Background: an optimization exercise with open tools, aiming at small area, a short achievable clock period and few clock cycles per item. Do not read the settings as production practice. For this run, only the layout was checked, not whether the RTL still works. Power and IR drop assume default switching activity.

$ cat design.v
module fp64_add (
    input  wire [63:0] a,
    input  wire [63:0] b,
    output reg  [63:0] y
);
    localparam [63:0] QNAN = 64'h7FF8000000000000;
    wire        sa = a[63];
    wire        sb = b[63];
    wire [10:0] ea = a[62:52];
    wire [10:0] eb = b[62:52];
    wire [51:0] fa = a[51:0];
    wire [51:0] fb = b[51:0];
    wire a_max  = &ea;
    wire b_max  = &eb;
    wire a_fz   = ~|fa;
    wire b_fz   = ~|fb;
    wire a_nan  = a_max & ~a_fz;
    wire b_nan  = b_max & ~b_fz;
    wire a_inf  = a_max & a_fz;
    wire b_inf  = b_max & b_fz;
    wire        a_nrm = |ea;
    wire        b_nrm = |eb;
    wire [10:0] ea1 = {ea[10:1], ea[0] | ~a_nrm};
    wire [10:0] eb1 = {eb[10:1], eb[0] | ~b_nrm};
    wire [52:0] ma  = {a_nrm, fa};
    wire [52:0] mb  = {b_nrm, fb};
    wire        sub = sa ^ sb;
    wire [11:0] dab = {1'b0, ea1} - {1'b0, eb1};
    wire [11:0] dba = {1'b0, eb1} - {1'b0, ea1};
    wire        a_ge = ~dab[11];
    wire [10:0] d    = a_ge ? dab[10:0] : dba[10:0];
    wire        sx = a_ge ? sa  : sb;
    wire [10:0] ex = a_ge ? ea1 : eb1;
    wire [52:0] mx = a_ge ? ma  : mb;
    wire [52:0] mz = a_ge ? mb  : ma;
    wire [5:0]   sh    = (d > 11'd56) ? 6'd56 : d[5:0];
    wire [55:0]  zfull = {mz, 3'b000};
    wire [55:0]  zsh   = zfull >> sh;
    wire [55:0]  zlost = zfull & ~({56{1'b1}} << sh);
    wire [55:0]  za    = {zsh[55:1], zsh[0] | (|zlost)};
    wire [55:0]  xa    = {mx, 3'b000};
    wire [56:0]  f     = sub ? ({1'b0, xa} - {1'b0, za}) : ({1'b0, xa} + {1'b0, za});
    reg  [55:0] fn;
    reg  [11:0] fe;
    always @* begin
        if (f[56]) begin
            fn = {f[56:2], f[1] | f[0]};
            fe = {1'b0, ex} + 12'd1;
        end else if (f[55] | ~sub) begin
            fn = f[55:0];
            fe = {1'b0, ex};
        end else begin
            fn = {f[54:0], 1'b0};
            fe = {1'b0, ex} - 12'd1;
        end
    end
    wire [10:0] fef  = fn[55] ? fe[10:0] : 11'd0;
    wire        frnd = fn[2] & (fn[1] | fn[0] | fn[3]);
    wire [62:0] fmag = {fef, fn[54:3]} + {62'd0, frnd};
    wire        fovf = (fe >= 12'd2047);
    wire        e_eq  = (ea1 == eb1);
    wire        d1    = (d == 11'd1);
    wire        fa_ge = (ma >= mb);
    wire        pa    = e_eq ? fa_ge : a_ge;
    wire        sp    = pa ? sa : sb;
    wire [10:0] ep    = pa ? ea1 : eb1;
    wire [52:0] mp    = pa ? ma : mb;
    wire [52:0] mq    = pa ? mb : ma;
    wire [53:0] nq    = e_eq ? {mq, 1'b0} : {1'b0, mq};
    wire [53:0] nd    = {mp, 1'b0} - nq;
    reg  [5:0] lz;
    integer i;
    always @* begin
        lz = 6'd54;
        for (i = 0; i < 54; i = i + 1)
            if (nd[i]) lz = 6'd53 - i[5:0];
    end
    wire [10:0] epm1 = ep - 11'd1;
    wire        lim  = ({5'd0, lz} > epm1);
    wire [5:0]  nsh  = lim ? epm1[5:0] : lz;
    wire [53:0] nn   = nd << nsh;
    wire [10:0] nef  = nn[53] ? (ep - {5'd0, nsh}) : 11'd0;
    wire [62:0] nmag = {nef, nn[52:1]};
    wire        nzero = ~|nd;
    wire use_near = sub & (e_eq | (d1 & ~nd[53] & ~nd[52]));
    always @* begin
        if (a_nan | b_nan | (a_inf & b_inf & sub))
            y = QNAN;
        else if (a_inf)
            y = a;
        else if (b_inf)
            y = b;
        else if (use_near)
            y = nzero ? 64'd0 : {sp, nmag};
        else if (fovf)
            y = {sx, 11'h7FF, 52'd0};
        else
            y = {sx, fmag};
    end
endmodule
module phase_accumulator (
    input  wire        clk,
    input  wire        rst,
    input  wire        cmd_valid,
    output wire        cmd_ready,
    input  wire [1:0]  cmd_op,
    input  wire [2:0]  cmd_k,
    input  wire [63:0] cmd_data,
    output wire        rsp_valid,
    output wire [63:0] rsp_data
);
    localparam [63:0] TWO_PI     = 64'h401921FB54442D18;
    localparam [63:0] NEG_TWO_PI = 64'hC01921FB54442D18;
    localparam [1:0] OP_CLR = 2'd0, OP_ADV = 2'd1, OP_VAL = 2'd2;
    reg        c_v;
    reg [1:0]  c_op;
    reg [2:0]  c_k;
    reg [63:0] c_d;
    reg        r_v;
    reg        w_p;
    reg [2:0]  s_k;
    reg [63:0] s_r;
    reg [63:0] ph [0:4];
    wire s_nan    = (s_r[62:52] == 11'h7FF) && (s_r[51:0] != 0);
    wire wrap_now = w_p && !s_r[63] && (s_r[62:0] >= TWO_PI[62:0]) && !s_nan;
    wire exec = c_v && !wrap_now;
    wire c_ok = (c_k <= 3'd4);
    reg [63:0] ph_k;
    always @* begin
        case (c_k)
            3'd0:    ph_k = ph[0];
            3'd1:    ph_k = ph[1];
            3'd2:    ph_k = ph[2];
            3'd3:    ph_k = ph[3];
            3'd4:    ph_k = ph[4];
            default: ph_k = 64'd0;
        endcase
    end
    wire [63:0] add_a = wrap_now ? s_r : ph_k;
    wire [63:0] add_b = wrap_now ? NEG_TWO_PI : c_d;
    wire [63:0] add_y;
    fp64_add u_add (.a(add_a), .b(add_b), .y(add_y));
    assign cmd_ready = !(c_v && wrap_now);
    assign rsp_valid = r_v && !wrap_now;
    assign rsp_data  = s_r;
    wire adv = exec && (c_op == OP_ADV) && c_ok;
    integer j;
    always @(posedge clk) begin
        if (rst) begin
            c_v <= 1'b0;
            r_v <= 1'b0;
            w_p <= 1'b0;
            for (j = 0; j < 5; j = j + 1)
                ph[j] <= 64'd0;
        end else begin
            if (cmd_valid && cmd_ready) begin
                c_v  <= 1'b1;
                c_op <= cmd_op;
                c_k  <= cmd_k;
                c_d  <= cmd_data;
            end else if (exec) begin
                c_v <= 1'b0;
            end
            if (wrap_now) begin
                s_r <= add_y;
                w_p <= 1'b0;
                r_v <= 1'b1;
                for (j = 0; j < 5; j = j + 1)
                    if (s_k == j[2:0])
                        ph[j] <= add_y;
            end else if (exec) begin
                r_v <= 1'b1;
                w_p <= adv;
                s_k <= c_k;
                if (adv)
                    s_r <= add_y;
                else if (c_op == OP_VAL)
                    s_r <= ph_k;
                else
                    s_r <= 64'd0;
                for (j = 0; j < 5; j = j + 1)
                    if ((adv && c_k == j[2:0]) || c_op == OP_CLR)
                        ph[j] <= (c_op == OP_CLR) ? 64'd0 : add_y;
            end else begin
                r_v <= 1'b0;
                w_p <= 1'b0;
            end
        end
    end
endmodule
$ cat run.sh
#!/bin/bash
# synth_recipe.tcl (not shown) runs the flow's synth.tcl, then flattens the netlist and writes it again
# the make line also repeats each setting of config.mk as NAME=value (left out here)
make -C /OpenROAD-flow-scripts/flow DESIGN_CONFIG=/design/flow/config.mk WORK_HOME=/design/flow/orfs CLKGATE_MAP_FILE= SYNTH_SCRIPT=/design/flow/synth_recipe.tcl finish
$ cat config.mk
export PLATFORM = sky130hd
export DESIGN_NAME = phase_accumulator
export DESIGN_NICKNAME = phase_accumulator
export VERILOG_FILES = /design/flow/design.v
export SDC_FILE = /design/flow/constraint.sdc
export NUM_CORES = 4
export LEC_CHECK = 0
export CAP_MARGIN = 20
export CORE_MARGIN = 2
export CORE_UTILIZATION = 40
export SLEW_MARGIN = 20
$ cat constraint.sdc
create_clock -name core_clock -period 25.0 [get_ports {clk}]
set_input_delay 5.0000 -clock core_clock [delete_from_list [all_inputs] [get_ports {clk}]]
set_output_delay 5.0000 -clock core_clock [all_outputs]
set_load 0.01 [all_outputs]
==> impl.org <==
** GRT
- Wire length of the first global-routing pass :: 395,000 µm
- Number of global-route vias before repair :: 53,100
- Entering global routing, the biggest net connects 90 pins.
- Global routing consumed, over all layers together, 42.4% of the routing resources.
- Number of antenna violations at the first check in global routing :: 16
- GRT Residual Overflow :: 0

** Power
- Proportion of power drawn by flip-flops and latches :: 33.1%
- PnR Total Power :: 2.43 mW
- IR analysis of the VDD net gives a maximum drop of 0.0000594 V.
- Of the total power, the share spent switching nets is 40.2%.
- Internal :: 1.46 mW
- Logic gate share of total power :: 35.5%
- Power spread over the standard cell area amounts to 44.1 mW/mm².
- Clock network power share :: 31.3%
- Summed over all cells, the static leakage comes to 21.4 nW.
- Net switching component of the power :: 0.977 mW

** Floorplanning
- Overall die area :: 0.129 mm²
- In this run the core area contains 130 standard-cell rows.
- Num ports :: 138
- Starting utilization of the core area :: 40.2%
- Placeable core region :: 0.125 mm²
- Die Ht :: 359 µm
- Die Span X :: 359 µm

** Timing
- After routing, the total negative slack on setup checks comes to 0 ns.
- The final-report hold violation count is 0.
- On the final layout, the worst hold slack is 0.450 ns.
- Max Transition Viols Final :: 0
- Slew at the pin closest to its max-slew limit :: 1.27 ns
- Setup repair after global routing left no endpoint under its margin.
- Upper clock frequency limit :: 0.0450 GHz
- Post-route fraction of the period consumed by the critical path :: 88.8%
- Headroom to the max-slew limit :: 14.7%
- Finish-stage setup viols :: 0
- Worst-case clock skew :: 0.0708 ns
- The clock period could shrink to 22.20 ns.

** Status
- The flow ran to the end and the layout has no timing, DRC or antenna violations.

** Drt
- Length of the first detailed-routing pass in iterations :: 7
- The detailed router placed 59,800 vias in this run.
- After detailed routing, the average wire length per cell comes to 32.8 µm.
- Wires add up to 285,000 µm.
- The count of nets left with antenna violations once routing finished came out at 0.
- Ratio of routed vias to standard cells :: 6.87
- # DRC :: 0
- First-iteration detailed-routing DRC count :: 10,200

** Setup path
- Sum of buffers and inverters on the critical path :: 9
- The cell family contributing the most delay on the critical path is compound AO/OA/AOI/OAI gates.
- Data on the critical path is required at its endpoint by 25.35 ns.
- The worst setup path is captured at a flop.
- Critical path startpoint category :: flop
- Critical Path Slowest Stage Cell :: sky130_fd_sc_hd__mux2i_1
- The worst setup path is of the reg -> reg kind.
- On the worst path, the slowest cell contributes a delay of 1.08 ns.
- The cell that appears most often on the critical path is sky130_fd_sc_hd__buf_4.
- For flop-to-flop paths, the worst setup slack is 2.80 ns.
- Data arrival time at the worst-slack endpoint :: 22.55 ns
- Along the worst path, the maximum fanout reaches 74.

** Clock tree
- After clock tree synthesis, the repair step resized 0 gates.
- In this run, CTS created clock tree buffers numbering 49.
- The H-tree was split into 2 levels.
- The number of setup buffers added after CTS is 0.
- The clock passes through at most 3 buffers.
- CTS sink count :: 459
- After clock tree synthesis, the flow added hold-fix buffers numbering 0.
- The later pin in the worst-skew pair is clocked with a latency of 0.69 ns.
- Clock-pin slew on the worst setup and hold paths :: 0.10 ns
- TritonCTS clock tree :: done
- In this run the clock root is driven by a sky130_fd_sc_hd__clkbuf_16.

** Place
- Port buffering added 137 buffers.
- The congestion estimate from routability-driven global placement came to 1.16.
- Detailed placement ended at an HPWL of 221,000 µm.
- Post-placement cell area :: 0.0535 mm²

** Synthesis
- The cell count after synthesis came out at 7,098.
- The commonest cells after synthesis are sky130_fd_sc_hd__nand2_1, sky130_fd_sc_hd__nor2_1, sky130_fd_sc_hd__o21ai_0.
- Post-synth net total :: 7,426
- The average instance in the mapped netlist occupies 7.09 µm².
- In this run, synthesis inferred 136 flip-flops with an integrated enable.
- Async set-reset flop share out of synthesis :: 0%
- Post-synth top area share :: 12.8%
- Largest area contributor in the synthesized netlist :: sky130_fd_sc_hd__dfxtp_1
- Most instantiated library cell after synthesis :: sky130_fd_sc_hd__nand2_1
- The Yosys step of the flow raised 3 warnings.
- Dominant synthesized flop cell :: sky130_fd_sc_hd__dfxtp_1
- Synthesis inferred 459 register bits.
- Leading post-synthesis cells by cell area :: sky130_fd_sc_hd__dfxtp_1, sky130_fd_sc_hd__edfxtp_1, sky130_fd_sc_hd__nand2_1, sky130_fd_sc_hd__mux2i_1, sky130_fd_sc_hd__o21ai_0
- The number of different library cells used by synthesis comes to 124.
- Sequential fraction of the synthesis area :: 21.0%
- Synth Cell Area :: 0.0503 mm²

** Flow run
- Max capacitance violation total :: 0

** Finish
- Once layout is done, the placed cells without fillers occupy 0.0552 mm².
- Fill cell total of the finished layout :: 12,900
- In the final design database the tool counted 7,334 nets.
- Fraction of final layout cells sized beyond drive strength 1 :: 7.27%
- Compared with the post-synthesis result, the final layout area differs by 9.70%.

** Min path
- Worst min-delay path class :: reg -> reg
cell families (layout without fill, tap and decap cells):
kind of cell               count (synthesis)  count (layout)  share of synthesized area, %
and+or+nand+nor                         2728            2728                          25.4
AOI/OAI and AO/OA                       2352            2352                          29.9
buffers and inverters                    726             674                          5.79
DFF                                      459             459                          21.0
muxes                                    417             417                          8.74
adders and majority gates                256             256                          6.44
xor gates and xnor gates                 160             160                          2.78
other                                      0               9                             0
final timing paths:
check	startpoint	to	depth (start not counted)
max	s_r[48]	s_r[61]	53
min	ph[0][49]	ph[0][49]	2
max reg2reg	s_r[48]	s_r[61]	53
min reg2reg	ph[0][49]	ph[0][49]	2
stage by stage:
| step | utilization (%) | worst slack, ns | std cells |
|---|---|---|---|
| global route | 44.1 | 2.41 | 8696 |
| CTS | 44.0 | 4.39 | 8696 |
| global placement | 42.7 | 4.52 | 8605 |
| finish | 44.1 | 2.80 | 8705 |
| detailed placement | 42.7 | 4.56 | 8605 |
| floorplan | - | 8.29 | 7098 |
power groups by stage:
stage	Sequential (mW)	Combinational, mW	Clock (mW)
after floorplan	0.807	0.499	0
after global placement	0.819	0.810	0
after detailed placement	0.819	0.808	0
after CTS	0.803	0.812	0.764
after global routing	0.804	0.889	0.791
final	0.806	0.864	0.762
state kept, by name, indices dropped and copies added, names as in the netlist:
register and count:
c_d 64, c_k 3, c_op 2, c_v 1, ph 320, r_v 1
s_k 3, s_r 64, w_p 1
layout make-up:
| class | instances | area, µm² | share of cell area, % |
|---|---|---|---|
| flip-flops and latches | 459 | 10600 | 19.1 |
| diodes | 9 | 22.5 | 0.0408 |
| well taps | 1650 | 2060 | 3.74 |
| inverters | 248 | 931 | 1.69 |
| multi-input cells | 5913 | 37200 | 67.3 |
| repair buffers | 335 | 2870 | 5.19 |
| clock inverters | 21 | 241 | 0.437 |
| clock buffers | 70 | 1380 | 2.49 |
worst register-to-register path: cells and delay by family (launching register included):
kind                     cells  cell delay [ns]
multiplexers                 2             1.32
AO/OA/AOI/OAI               24             7.52
adder cells (fa/ha/maj)      4             1.89
flip-flops                   1             0.70
AND/OR/NAND/NOR             13             5.45
XOR/XNOR                     1             0.10
buffers and inverters        9             4.84
layout by cell type, fill, tap and decap left out, types with 50 or more instances in the layout:
cell and instances:
sky130_fd_sc_hd__mux2_2 63, sky130_fd_sc_hd__nand3b_1 51, sky130_fd_sc_hd__nand2_1 1037, sky130_fd_sc_hd__o21bai_1 63, sky130_fd_sc_hd__mux2i_1 338, sky130_fd_sc_hd__dfxtp_1 323, sky130_fd_sc_hd__o21ai_1 75, sky130_fd_sc_hd__nand3_1 207
sky130_fd_sc_hd__a211oi_1 53, sky130_fd_sc_hd__clkbuf_16 50, sky130_fd_sc_hd__a22oi_1 67, sky130_fd_sc_hd__xor2_1 56, sky130_fd_sc_hd__a21o_1 97, sky130_fd_sc_hd__xnor2_1 104, sky130_fd_sc_hd__or3_1 56, sky130_fd_sc_hd__nor4_1 92
sky130_fd_sc_hd__buf_4 198, sky130_fd_sc_hd__inv_1 245, sky130_fd_sc_hd__ha_1 251, sky130_fd_sc_hd__edfxtp_1 136, sky130_fd_sc_hd__a31oi_1 61, sky130_fd_sc_hd__nand4_1 96, sky130_fd_sc_hd__o22ai_1 100, sky130_fd_sc_hd__o21a_1 53
sky130_fd_sc_hd__nand2b_1 75, sky130_fd_sc_hd__a21oi_1 558, sky130_fd_sc_hd__clkdlybuf4s50_1 136, sky130_fd_sc_hd__o211ai_1 77, sky130_fd_sc_hd__nor3_1 173, sky130_fd_sc_hd__o31ai_1 50, sky130_fd_sc_hd__o21ai_0 643, sky130_fd_sc_hd__nor2_1 639
routing by layer:
layer	global-route usage, %	routed length, µm	vias to the layer above
met2	60.5	114000	4399
met5	0.889	179	-
li1	-	-	26000
met3	13.9	38200	986
met4	31.4	26700	8
met1	52.8	106000	28400

## separate check: timing with driven ports
How much do the figures lean on ideal ports? The routed layout below was timed once more, with nothing changed but the port constraints.
Step 1 sets driving cells, clkbuf_16 on the clock port and buf_2 on the other inputs (assumed; they add their load-dependent delay and slew).
Step 2, shift: input delay + t, output delay - t, t = (earliest + latest rising clock arrival at the registers) / 2. This alone moves slack from input paths to output paths.
Three values: ideal ports, drivers, drivers and shift; two values: the first two.
t (ns): 0.736
setup WS [ns]: 2.796 / 2.796 / 2.796
worst setup path after step 2: register to register
pins driven straight from the clock port: 1
After both steps this run still meets setup and hold. For this run, drivers alone change the setup slack by 0.000 ns; drivers and shift together by 0.000 ns.
